This is an optimization exercise on Yosys and OpenROAD, whose aim is small area, not a production implementation.
The RTL was checked by simulation tests, not by an equivalence proof against the original design.
The clock port is modelled as an ideal driver; clocking choices that lean on that would not hold on a real chip.

==> job 7148 <==
==> flow/design.v <==
module bbtx_pt (
    input  wire        clk,
    input  wire        rst,
    input  wire        cmd_valid,
    input  wire [15:0] cmd,
    input  wire        echo_pin,
    output wire        tx_out,
    output reg         trig_out,
    output wire        cmd_ready,
    output wire [15:0] STATUS,
    output wire [31:0] DUR
);
    localparam [8:0]  C_S0   = 9'd0;
    localparam [8:0]  C_TRIG = 9'd261;      
    localparam [8:0]  C_END  = 9'd143;      
    reg [10:0] sr;         
    reg [8:0]  c;          
    reg [15:0] p;          
    reg [1:0]  pst;        
    reg        fall;       
    reg        err;
    reg [1:0]  sync;
    wire is_nop  = (cmd == 16'h0000);
    wire is_txb  = (cmd[15:8] == 8'h10);
    wire is_trig = (cmd == 16'h2000);
    wire is_meas = (cmd == 16'h3000);
    wire is_ill  = !(is_nop || is_txb || is_trig || is_meas);
    wire echo_s  = sync[1];
    wire tx_act  = |sr[10:1];
    wire tx_stop = (sr[10:2] == 9'd0) && sr[1];
    wire c_end   = (c == C_END);
    wire pt_run  = (pst == 2'd1);
    wire busy    = tx_act || trig_out || pt_run;
    wire tx_last = tx_stop && c_end;
    wire txb_rdy = !busy || tx_last;
    wire ready = is_txb ? txb_rdy :
                 (is_trig || is_meas) ? !busy :
                 1'b1;
    assign cmd_ready = !rst && ready;
    wire go_txb  = cmd_valid && is_txb && txb_rdy;
    wire go_trig = cmd_valid && is_trig && !busy;
    wire go_meas = cmd_valid && is_meas && !busy;
    wire go_ill  = cmd_valid && is_ill;
    assign tx_out = sr[0];
    assign STATUS = {9'd0, txb_rdy, err, pst, trig_out, tx_act, busy};
    assign DUR    = {16'd0, ~p & {16{pst == 2'd2}}};
    wire p_end = !(p[15] | p[12] | p[11] | p[10] | p[6]);      
    wire cont  = fall ? echo_s : !echo_s;                        
    wire rise_to_fall = pt_run && !fall && echo_s;
    wire tick  = fall ? (c[1] & c[0]) : 1'b1;
    always @(posedge clk) begin
        if (!busy)                      c <= cmd[12] ? C_S0 : C_TRIG;
        else if (c_end || rise_to_fall) c <= C_S0;
        else                            c <= {c[7:0], fall ? ~c[1] : ~(c[8] ^ c[4])};
        if (go_meas)           p <= ~16'd1;
        else if (rise_to_fall) p <= ~16'd0;
        else                   p <= p - (pt_run && cont && tick);
        fall <= pt_run && (fall || echo_s);
        if (rst) begin
            sr       <= 11'd1;
            trig_out <= 1'b0;
            pst      <= 2'd0;
            err      <= 1'b0;
            sync[0]  <= 1'b0;
        end else begin
            if (go_txb)               sr <= {2'b11, cmd[7:0], 1'b0};
            else if (tx_act && c_end) sr <= {1'b0, sr[10:1]};
            if (go_trig)    trig_out <= 1'b1;
            else if (c_end) trig_out <= 1'b0;
            if (go_meas) pst <= 2'd1;
            else if (pt_run) begin
                if (cont && p_end)      pst <= 2'd3;
                else if (!cont && fall) pst <= 2'd2;
            end
            if (go_ill) err <= 1'b1;
            sync[0] <= echo_pin;
        end
        sync[1] <= sync[0];
    end
endmodule
==> flow/flow/run.sh <==
#!/bin/bash
# The standard layout, with these changes:
#  1. the combinational logic of the standard synthesis is re-mapped by ABC
#     for area (flip-flops untouched, same cells and names), see remap.tcl.
#     Several ABC scripts are tried and the smallest netlist is kept.
#  2. port buffers use the smallest buffer, sky130_fd_sc_hd__buf_1;
#  3. the clock tree is built by hand (pre_cts.tcl): the flip-flops are split
#     into 3 groups by position, each driven by one clock buffer;
#  4. one tie cell drives all constant outputs (no tie fanout repair).
# Each tool's output goes to its own log file in this folder.
set -euo pipefail
export BUFFER_PORTS_ARGS="-buffer_cell sky130_fd_sc_hd__buf_1"
export CTS_ARGS="-sink_clustering_enable -repair_clock_nets -dont_use_dummy_load"
export SKIP_REPAIR_TIE_FANOUT=1
export PRE_CTS_TCL=$PWD/flow/pre_cts.tcl
export MY_CLK_GROUPS=3
export MY_CLK_BUFS="sky130_fd_sc_hd__clkbuf_4 sky130_fd_sc_hd__clkbuf_8 sky130_fd_sc_hd__clkbuf_16"
export MY_CLK_SLEW=0.115
R=orfs/results/${FLOW_PLATFORM}/bbtx_pt/base
YOSYS=${YOSYS_EXE:-$FLOW_HOME/../tools/install/yosys/bin/yosys}
[[ -x $YOSYS ]] || YOSYS=yosys
LIB=$FLOW_HOME/platforms/sky130hd/lib/sky130_fd_sc_hd__tt_025C_1v80.lib

bash standard.sh synth > log_1_synth.log 2>&1
cp $R/1_2_yosys.v $R/1_2_yosys_standard.v

mkdir -p remap
run_remap() {
  REMAP_LIB=$LIB REMAP_IN=$R/1_2_yosys_standard.v REMAP_OUT=remap/$1.v \
  REMAP_SCRIPT=flow/abc_$1.script REMAP_DU="$(cat flow/dontuse.txt)" \
    timeout 600 $YOSYS -c flow/remap.tcl > log_2_remap_$1.log 2>&1 || true
}
for s in a a1 a2; do run_remap $s & done; wait
for s in a3 a5 c; do run_remap $s & done; wait

best=""; best_area=""
for s in a a1 a2 a3 a5 c; do
  [[ -s remap/$s.v && -s remap/$s.v.stat ]] || continue
  area=$(grep -m1 "Chip area" remap/$s.v.stat | awk '{print $NF}')
  echo "remap $s: $area" >> log_2_remap_choice.log
  if [[ -z $best ]] || awk -v a=$area -v b=$best_area 'BEGIN{exit !(a<b)}'; then best=$s; best_area=$area; fi
done
echo "chosen: $best ($best_area)" >> log_2_remap_choice.log
if [[ -n $best ]]; then
  cp remap/$best.v $R/1_2_yosys.v
  rm -f $R/1_synth.odb $R/1_synth.sdc
fi
bash standard.sh > log_3_layout.log 2>&1
==> flow/flow/abc_a.script <==
strash
dc2
&get -n
&deepsyn -T 20
&put
dch -f
amap
topo
==> flow/flow/abc_a1.script <==
strash
dc2
&get -n
&deepsyn -T 20 -S 1
&put
dch -f
amap
topo
==> flow/flow/abc_a2.script <==
strash
dc2
&get -n
&deepsyn -T 20 -S 2
&put
dch -f
amap
topo
==> flow/flow/abc_a3.script <==
strash
dc2
&get -n
&deepsyn -T 20 -S 3
&put
dch -f
amap
topo
==> flow/flow/abc_a5.script <==
strash
dc2
&get -n
&deepsyn -T 20
&put
strash
dch -f
amap
&get -n
&deepsyn -T 10
&put
dch -f
amap
topo
==> flow/flow/abc_c.script <==
strash
dc2
&get -n
&deepsyn -T 20
&dch -f
&nf -R 1000
&put
==> flow/flow/dontuse.txt <==
-dont_use sky130_fd_sc_hd__lpflow_bleeder_1 -dont_use sky130_fd_sc_hd__lpflow_clkbufkapwr_1 -dont_use sky130_fd_sc_hd__lpflow_clkbufkapwr_16 -dont_use sky130_fd_sc_hd__lpflow_clkbufkapwr_2 -dont_use sky130_fd_sc_hd__lpflow_clkbufkapwr_4 -dont_use sky130_fd_sc_hd__lpflow_clkbufkapwr_8 -dont_use sky130_fd_sc_hd__lpflow_clkinvkapwr_1 -dont_use sky130_fd_sc_hd__lpflow_clkinvkapwr_16 -dont_use sky130_fd_sc_hd__lpflow_clkinvkapwr_2 -dont_use sky130_fd_sc_hd__lpflow_clkinvkapwr_4 -dont_use sky130_fd_sc_hd__lpflow_clkinvkapwr_8 -dont_use sky130_fd_sc_hd__lpflow_decapkapwr_12 -dont_use sky130_fd_sc_hd__lpflow_decapkapwr_3 -dont_use sky130_fd_sc_hd__lpflow_decapkapwr_4 -dont_use sky130_fd_sc_hd__lpflow_decapkapwr_6 -dont_use sky130_fd_sc_hd__lpflow_decapkapwr_8 -dont_use sky130_fd_sc_hd__lpflow_inputiso0n_1 -dont_use sky130_fd_sc_hd__lpflow_inputiso0p_1 -dont_use sky130_fd_sc_hd__lpflow_inputiso1n_1 -dont_use sky130_fd_sc_hd__lpflow_inputiso1p_1 -dont_use sky130_fd_sc_hd__lpflow_inputisolatch_1 -dont_use sky130_fd_sc_hd__lpflow_isobufsrc_1 -dont_use sky130_fd_sc_hd__lpflow_isobufsrc_16 -dont_use sky130_fd_sc_hd__lpflow_isobufsrc_2 -dont_use sky130_fd_sc_hd__lpflow_isobufsrc_4 -dont_use sky130_fd_sc_hd__lpflow_isobufsrc_8 -dont_use sky130_fd_sc_hd__lpflow_isobufsrckapwr_16 -dont_use sky130_fd_sc_hd__lpflow_lsbuf_lh_hl_isowell_tap_1 -dont_use sky130_fd_sc_hd__lpflow_lsbuf_lh_hl_isowell_tap_2 -dont_use sky130_fd_sc_hd__lpflow_lsbuf_lh_hl_isowell_tap_4 -dont_use sky130_fd_sc_hd__lpflow_lsbuf_lh_isowell_4 -dont_use sky130_fd_sc_hd__lpflow_lsbuf_lh_isowell_tap_1 -dont_use sky130_fd_sc_hd__lpflow_lsbuf_lh_isowell_tap_2 -dont_use sky130_fd_sc_hd__lpflow_lsbuf_lh_isowell_tap_4 -dont_use sky130_fd_sc_hd__probe_p_8 -dont_use sky130_fd_sc_hd__probec_p_8 
==> flow/flow/pre_cts.tcl <==
# Clock tree by hand, sourced before CTS (which then finds the clock already
# buffered and leaves it).  The flip-flops are split into MY_CLK_GROUPS groups
# by recursive bisection of their positions; each group gets one clock buffer
# at its centre, driven straight from the clock port.  Each buffer is the
# smallest of MY_CLK_BUFS whose flip-flop clock-pin slew (placement parasitics)
# stays under MY_CLK_SLEW ns.
set ng $::env(MY_CLK_GROUPS)
set bufs $::env(MY_CLK_BUFS)
set target $::env(MY_CLK_SLEW)
set_propagated_clock [all_clocks]
set clk_net [[[ord::get_db_block] findBTerm clk] getNet]
set clk_net [$clk_net getName]
set sinks {}
foreach p [get_pins -of_objects [get_nets $clk_net]] {
  if {[get_property $p direction] ne "input"} { continue }
  set inst [[sta::sta_to_db_pin $p] getInst]
  set loc [$inst getLocation]
  lappend sinks [list [lindex $loc 0] [lindex $loc 1] $p]
}
proc bisect {pts n} {
  if {$n <= 1 || [llength $pts] < 2} { return [list $pts] }
  set xs [lmap q $pts {lindex $q 0}]; set ys [lmap q $pts {lindex $q 1}]
  set dx [expr {[tcl::mathfunc::max {*}$xs] - [tcl::mathfunc::min {*}$xs]}]
  set dy [expr {[tcl::mathfunc::max {*}$ys] - [tcl::mathfunc::min {*}$ys]}]
  set k [expr {$dx >= $dy ? 0 : 1}]
  set s [lsort -integer -index $k $pts]
  set n1 [expr {$n / 2}]
  set cut [expr {[llength $s] * $n1 / $n}]
  return [concat [bisect [lrange $s 0 [expr {$cut-1}]] $n1] [bisect [lrange $s $cut end] [expr {$n - $n1}]]]
}
set groups {}
set gi 0
foreach g [bisect $sinks $ng] {
  set sx 0; set sy 0; set pins {}
  foreach q $g { set sx [expr {$sx + [lindex $q 0]}]; set sy [expr {$sy + [lindex $q 1]}]; lappend pins [lindex $q 2] }
  set cx [expr {$sx / [llength $g] / 1000.0}]; set cy [expr {$sy / [llength $g] / 1000.0}]
  set before [lmap i [[ord::get_db_block] getInsts] {$i getName}]
  insert_buffer -buffer_cell [lindex $bufs 0] -net $clk_net -load_pins $pins -location [list $cx $cy] \
    -buffer_name clkbuf_g$gi -net_name clk_g$gi
  set name ""
  foreach i [[ord::get_db_block] getInsts] {
    if {[string match clkbuf_g$gi* [$i getName]] && [lsearch -exact $before [$i getName]] < 0} { set name [$i getName] }
  }
  lappend groups [list $name $pins]
  incr gi
}
proc group_slew {pins} {
  set mx 0
  foreach p $pins { set s [get_property $p slew_max]; if {$s > $mx} { set mx $s } }
  return $mx
}
foreach g $groups {
  lassign $g name pins
  foreach b $bufs {
    replace_cell [get_cells $name] [get_lib_cells */$b]
    estimate_parasitics -placement
    set s [group_slew $pins]
    if {$s < $target} { break }
  }
  puts "clock group $name: [llength $pins] sinks, $b, slew [format %.1f [expr {$s * 1000}]] ps"
}
==> flow/flow/remap.tcl <==
# Re-map the combinational logic of the standard synthesis netlist for area.
# The flip-flops are kept as they are (same cells, same instance names).
yosys -import
set lib $::env(REMAP_LIB)
read_liberty -overwrite -setattr liberty_cell -ignore_miss_func $lib
read_verilog $::env(REMAP_IN)
hierarchy -top $::env(FLOW_TOP)
foreach m [list sky130_fd_sc_hd__dfxtp_1] { setattr -mod -set keep_hierarchy 1 $m }
flatten
opt_clean -purge
abc -script $::env(REMAP_SCRIPT) -liberty $lib {*}$::env(REMAP_DU)
opt_clean -purge
splitnets
opt_clean -purge
hilomap -singleton -hicell sky130_fd_sc_hd__conb_1 HI -locell sky130_fd_sc_hd__conb_1 LO
insbuf -buf sky130_fd_sc_hd__buf_4 A X
tee -o $::env(REMAP_OUT).stat stat -liberty $lib
select $::env(FLOW_TOP)
write_verilog -noattr -nohex -nodec -selected $::env(REMAP_OUT)
==> flow/standard.sh <==
#!/bin/bash
# synth_recipe.tcl (not shown) runs the flow's synth.tcl, then flattens the netlist and writes it again
# the make line also repeats each setting of config.mk as NAME=value (left out here)
make -C /OpenROAD-flow-scripts/flow DESIGN_CONFIG=/design/flow/config.mk WORK_HOME=/design/flow/orfs CLKGATE_MAP_FILE= SYNTH_SCRIPT=/design/flow/synth_recipe.tcl "${@:-finish}"
==> flow/config.mk <==
export PLATFORM = sky130hd
export DESIGN_NAME = bbtx_pt
export DESIGN_NICKNAME = bbtx_pt
export VERILOG_FILES = /design/flow/design.v
export SDC_FILE = /design/flow/constraint.sdc
export NUM_CORES = 4
export LEC_CHECK = 0
export CAP_MARGIN = 20
export CORE_MARGIN = 2
export CORE_UTILIZATION = 40
export SLEW_MARGIN = 20
==> flow/constraint.sdc <==
create_clock -name core_clock -period 8.0 [get_ports {clk}]
set_input_delay 1.6000 -clock core_clock [delete_from_list [all_inputs] [get_ports {clk}]]
set_output_delay 1.6000 -clock core_clock [all_outputs]
set_load 0.01 [all_outputs]
==> inputs of job 5396, as changes to job 7148 <==
==> flow/design.v, changed modules only <==
module bbtx_pt (
    input  wire        clk,
    input  wire        rst,
    input  wire        cmd_valid,
    input  wire [15:0] cmd,
    input  wire        echo_pin,
    output wire        tx_out,
    output reg         trig_out,
    output wire        cmd_ready,
    output wire [15:0] STATUS,
    output reg  [31:0] DUR
);
    localparam [8:0]  C_S0   = 9'd0;
    localparam [8:0]  C_TRIG = 9'd261;      
    localparam [8:0]  C_END  = 9'd143;      
    localparam [8:0]  C_RISE = 9'h1ff;      
    reg [9:0]  sr;         
    reg [8:0]  c;          
    reg [15:0] p;          
    reg [1:0]  pst;        
    reg        err;
    reg [1:0]  sync;
    wire is_nop  = (cmd == 16'h0000);
    wire is_txb  = (cmd[15:8] == 8'h10);
    wire is_trig = (cmd == 16'h2000);
    wire is_meas = (cmd == 16'h3000);
    wire is_ill  = !(is_nop || is_txb || is_trig || is_meas);
    wire echo_s  = sync[1];
    wire tx_act  = !(sr[9] && sr[0]);
    wire tx_stop = (sr[9:1] == 9'd0) && sr[0];
    wire c_end   = (c == C_END);
    wire pt_run  = (pst == 2'd1);
    wire fall    = !(c[3] && c[2] && c[1]);      
    wire busy    = tx_act || trig_out || pt_run;
    wire tx_last = tx_stop && c_end;
    wire txb_rdy = !busy || tx_last;
    wire ready = is_txb ? txb_rdy :
                 (is_trig || is_meas) ? !busy :
                 1'b1;
    assign cmd_ready = !rst && ready;
    wire go_txb  = cmd_valid && is_txb && txb_rdy;
    wire go_trig = cmd_valid && is_trig && !busy;
    wire go_meas = cmd_valid && is_meas && !busy;
    wire go_ill  = cmd_valid && is_ill;
    assign tx_out = sr[0];
    assign STATUS = {9'd0, txb_rdy, err, pst, trig_out, tx_act, busy};
    wire p_end = !(p[15] | p[12] | p[11] | p[10] | p[6]);      
    wire cont  = fall ? echo_s : !echo_s;                        
    wire rise_to_fall = pt_run && !fall && echo_s;
    wire tick  = fall ? (c[1] & c[0]) : 1'b1;
    wire jmode = pt_run && fall;                                 
    always @(posedge clk) begin
        if (!busy)                      c <= cmd[12] ? (cmd[13] ? C_RISE : C_S0) : C_TRIG;
        else if (c_end || rise_to_fall) c <= C_S0;
        else                            c <= {c[7:0], jmode ? ~c[1] : ~(c[8] ^ c[4])};
        if (go_meas)           p <= ~16'd1;
        else if (rise_to_fall) p <= ~16'd0;
        else                   p <= p - (pt_run && cont && tick);
        if (rst) begin
            sr       <= 10'h3ff;
            trig_out <= 1'b0;
            DUR      <= 32'd0;
            pst      <= 2'd0;
            err      <= 1'b0;
            sync[0]  <= 1'b0;
        end else begin
            if (go_txb)                sr <= {1'b1, cmd[7:0], 1'b0};
            else if (c_end && tx_stop) sr[9] <= 1'b1;
            else if (c_end && tx_act)  sr <= {1'b0, sr[9:1]};
            if (go_trig)    trig_out <= 1'b1;
            else if (c_end) trig_out <= 1'b0;
            if (go_meas) DUR[15:0] <= 16'd0;
            else if (pt_run && !cont && fall) DUR[15:0] <= ~p;
            if (go_meas) pst <= 2'd1;
            else if (pt_run) begin
                if (cont && p_end)      pst <= 2'd3;
                else if (!cont && fall) pst <= 2'd2;
            end
            if (go_ill) err <= 1'b1;
            sync[0] <= echo_pin;
        end
        sync[1] <= sync[0];
    end
endmodule
==> flow/flow/run.sh (replaced) <==
#!/bin/bash
# The standard layout, with these changes:
#  1. the combinational logic of the standard synthesis is re-mapped by ABC
#     for area (sequential cells untouched, same cells and names), see
#     remap.tcl.  Several ABC scripts are tried (deepsyn with a range of
#     seeds, then amap or &nf) and the smallest netlist is kept;
#  2. port buffers use the smallest buffer, sky130_fd_sc_hd__buf_1;
#  3. the clock tree is built by hand (pre_cts.tcl): the flip-flops are split
#     into 4 groups by position, each driven by one clock buffer, the
#     smallest that keeps the clock-pin slew under 115 ps;
#  4. one tie cell drives all constant outputs (no tie fanout repair).
# Each tool's output goes to its own log file in this folder.
set -euo pipefail
export BUFFER_PORTS_ARGS="-buffer_cell sky130_fd_sc_hd__buf_1"
export CTS_ARGS="-sink_clustering_enable -repair_clock_nets -dont_use_dummy_load"
export SKIP_REPAIR_TIE_FANOUT=1
export PRE_CTS_TCL=$PWD/flow/pre_cts.tcl
export MY_CLK_GROUPS=4
export MY_CLK_BUFS="sky130_fd_sc_hd__clkbuf_2 sky130_fd_sc_hd__clkbuf_4 sky130_fd_sc_hd__clkbuf_8 sky130_fd_sc_hd__clkbuf_16"
export MY_CLK_SLEW=0.115
R=orfs/results/${FLOW_PLATFORM}/bbtx_pt/base
YOSYS=${YOSYS_EXE:-$FLOW_HOME/../tools/install/yosys/bin/yosys}
[[ -x $YOSYS ]] || YOSYS=yosys
LIB=$FLOW_HOME/platforms/sky130hd/lib/sky130_fd_sc_hd__tt_025C_1v80.lib
NJ=${NUM_CORES:-4}

bash standard.sh synth > log_1_synth.log 2>&1
cp $R/1_2_yosys.v $R/1_2_yosys_standard.v
nseq_std=$(grep -cE "sky130_fd_sc_hd__[a-z]*(df|dl)[a-z0-9_]* " $R/1_2_yosys_standard.v || true)

mkdir -p remap
names=()
for S in 0 1 2 3 5 7 9 11 13 17 21; do
  printf 'strash\ndc2\n&get -n\n&deepsyn -T 20 -S %s\n&put\ndch -f\namap\ntopo\n' $S > remap/am$S.script
  printf 'strash\ndc2\n&get -n\n&deepsyn -T 20 -S %s\n&dch -f\n&nf -R 1000\n&put\n' $S > remap/nf$S.script
  printf 'strash\ndc2\n&get -n\n&deepsyn -T 20 -S %s\n&dch -f\n&nf -p -C 32 -F 8 -A 8 -R 1000\n&put\n' $S > remap/np$S.script
  names+=(am$S nf$S np$S)
done
run_remap() {
  REMAP_LIB=$LIB REMAP_IN=$R/1_2_yosys_standard.v REMAP_OUT=remap/$1.v \
  REMAP_SCRIPT=remap/$1.script REMAP_DU="$(cat flow/dontuse.txt)" \
    timeout 600 $YOSYS -c flow/remap.tcl > log_2_remap_$1.log 2>&1 || true
}
i=0
for s in "${names[@]}"; do
  run_remap $s &
  i=$((i+1)); if (( i % NJ == 0 )); then wait; fi
done
wait

best=""; best_area=""
for s in "${names[@]}"; do
  [[ -s remap/$s.v && -s remap/$s.v.stat ]] || continue
  nseq=$(grep -cE "sky130_fd_sc_hd__[a-z]*(df|dl)[a-z0-9_]* " remap/$s.v || true)
  area=$(grep -m1 "Chip area for top module" remap/$s.v.stat | awk '{print $NF}')
  echo "remap $s: $area ($nseq sequential cells, standard $nseq_std)" >> log_2_remap_choice.log
  [[ $nseq == $nseq_std && -n $area ]] || continue
  if [[ -z $best ]] || awk -v a=$area -v b=$best_area 'BEGIN{exit !(a<b)}'; then best=$s; best_area=$area; fi
done
echo "chosen: ${best:-standard} ($best_area)" >> log_2_remap_choice.log
if [[ -n $best ]]; then
  cp remap/$best.v $R/1_2_yosys.v
  rm -f $R/1_synth.odb $R/1_synth.sdc
fi
bash standard.sh > log_3_layout.log 2>&1
--- a/flow/flow/remap.tcl
+++ b/flow/flow/remap.tcl
@@ -7,3 +7,6 @@
 hierarchy -top $::env(FLOW_TOP)
-foreach m [list sky130_fd_sc_hd__dfxtp_1] { setattr -mod -set keep_hierarchy 1 $m }
+# keep every sequential cell (flip-flops, latches) as it is
+foreach m {sky130_fd_sc_hd__*df* sky130_fd_sc_hd__*dl* sky130_fd_sc_hd__*sdf*} {
+  setattr -mod -set keep_hierarchy 1 $m
+}
 flatten
removed: flow/flow/abc_a.script
removed: flow/flow/abc_a1.script
removed: flow/flow/abc_a2.script
removed: flow/flow/abc_a3.script
removed: flow/flow/abc_a5.script
removed: flow/flow/abc_c.script
==> inputs of job 955, as changes to job 7148 <==
==> flow/design.v, changed modules only <==
module bbtx_pt (
    input  wire        clk,
    input  wire        rst,
    input  wire        cmd_valid,
    input  wire [15:0] cmd,
    input  wire        echo_pin,
    output wire        tx_out,
    output reg         trig_out,
    output wire        cmd_ready,
    output wire [15:0] STATUS,
    output wire [31:0] DUR
);
    localparam [8:0]  C_S0   = 9'd0;
    localparam [8:0]  C_TRIG = 9'd261;      
    localparam [8:0]  C_END  = 9'd143;      
    reg [10:0] sr;         
    reg [8:0]  c;          
    reg [17:0] p;          
    reg [1:0]  pst;        
    reg        fall;       
    reg        err;
    reg [1:0]  sync;
    wire is_nop  = (cmd == 16'h0000);
    wire is_txb  = (cmd[15:8] == 8'h10);
    wire is_trig = (cmd == 16'h2000);
    wire is_meas = (cmd == 16'h3000);
    wire is_ill  = !(is_nop || is_txb || is_trig || is_meas);
    wire echo_s  = sync[1];
    wire tx_act  = |sr[10:1];
    wire tx_stop = (sr[10:2] == 9'd0) && sr[1];
    wire c_end   = (c == C_END);
    wire pt_run  = (pst == 2'd1);
    wire busy    = tx_act || trig_out || pt_run;
    wire tx_last = tx_stop && c_end;
    wire txb_rdy = !busy || tx_last;
    wire ready = is_txb ? txb_rdy :
                 (is_trig || is_meas) ? !busy :
                 1'b1;
    assign cmd_ready = !rst && ready;
    wire go_txb  = cmd_valid && is_txb && txb_rdy;
    wire go_trig = cmd_valid && is_trig && !busy;
    wire go_meas = cmd_valid && is_meas && !busy;
    wire go_ill  = cmd_valid && is_ill;
    assign tx_out = sr[0];
    assign STATUS = {9'd0, txb_rdy, err, pst, trig_out, tx_act, busy};
    assign DUR    = {16'd0, ~p[17:2] & {16{pst == 2'd2}}};
    wire p_end = fall ? !(p[17] | p[14] | p[13] | p[12] | p[8])   
                      : !(p[15] | p[12] | p[11] | p[10] | p[6]);  
    wire cont  = fall ? echo_s : !echo_s;                 
    always @(posedge clk) begin
        if (!busy)      c <= cmd[12] ? C_S0 : C_TRIG;
        else if (c_end) c <= C_S0;
        else            c <= {c[7:0], ~(c[8] ^ c[4])};
        if (go_meas || (pt_run && !cont && !fall)) p <= ~18'd1;
        else                                      p <= p - (pt_run && cont);
        fall <= pt_run && (fall || !cont);
        if (rst) begin
            sr       <= 11'd1;
            trig_out <= 1'b0;
            pst      <= 2'd0;
            err      <= 1'b0;
            sync[0]  <= 1'b0;
        end else begin
            if (go_txb)               sr <= {2'b11, cmd[7:0], 1'b0};
            else if (tx_act && c_end) sr <= {1'b0, sr[10:1]};
            if (go_trig)    trig_out <= 1'b1;
            else if (c_end) trig_out <= 1'b0;
            if (go_meas) pst <= 2'd1;
            else if (pt_run) begin
                if (cont && p_end)      pst <= 2'd3;
                else if (!cont && fall) pst <= 2'd2;
            end
            if (go_ill) err <= 1'b1;
            sync[0] <= echo_pin;
        end
        sync[1] <= sync[0];
    end
endmodule
--- a/flow/flow/run.sh
+++ b/flow/flow/run.sh
@@ -6,4 +6,3 @@
 #  2. port buffers use the smallest buffer, sky130_fd_sc_hd__buf_1;
-#  3. the clock tree is built by hand (pre_cts.tcl): the flip-flops are split
-#     into 3 groups by position, each driven by one clock buffer;
+#  3. the clock tree is built without dummy loads;
 #  4. one tie cell drives all constant outputs (no tie fanout repair).
@@ -14,6 +13,2 @@
 export SKIP_REPAIR_TIE_FANOUT=1
-export PRE_CTS_TCL=$PWD/flow/pre_cts.tcl
-export MY_CLK_GROUPS=3
-export MY_CLK_BUFS="sky130_fd_sc_hd__clkbuf_4 sky130_fd_sc_hd__clkbuf_8 sky130_fd_sc_hd__clkbuf_16"
-export MY_CLK_SLEW=0.115
 R=orfs/results/${FLOW_PLATFORM}/bbtx_pt/base
removed: flow/flow/pre_cts.tcl
==> notes <==
Sequential share of layout area: job 955 < job 7148 < job 5396.
Die area: job 7148 < job 955 < job 5396.
The lowest utilization belongs to job 5396, the highest to job 955.
In job 955 the flip-flop and latch count is lower than in job 5396, by 12.
First-iteration DRC count, highest first: job 955, job 5396, job 7148.
Worst hold slack: job 955 is worse than job 5396 (0.0069 ns).
Worst setup slack, highest first: job 7148, job 955, job 5396.

==> afterwards: timing with drivers on the ports <==
The flow's constraints put no driver on any port. The routed layouts listed below were extracted and timed again, unchanged, in two steps. Step 1 sets driving cells, clkbuf_16 on the clock port and buf_2 on the other inputs (assumed; they add their load-dependent delay and slew). Step 2 adds t to the input delays and takes it off the output delays; t is the mean of the earliest and latest rising clock arrival at the registers after step 1. Input paths then give back, and output paths get back, about the clock's delay inside the block. Slacks: ideal ports / drivers / drivers and shift; pairs: ideal ports / drivers.
run | shift t [ns] | setup WS [ns] | pins driven straight from the clock port
job 7148 | 0.195 | 3.466 / 3.446 / 3.446 | 3
job 5396 | 0.199 | 3.394 / 3.373 / 3.373 | 4
job 955 | 0.307 | 3.415 / 3.392 / 3.392 | 1
After both steps setup and hold are still met in every run listed. The setup slack of job 955, which loses most, moves by -0.023 ns with the drivers and by -0.023 ns with both steps.
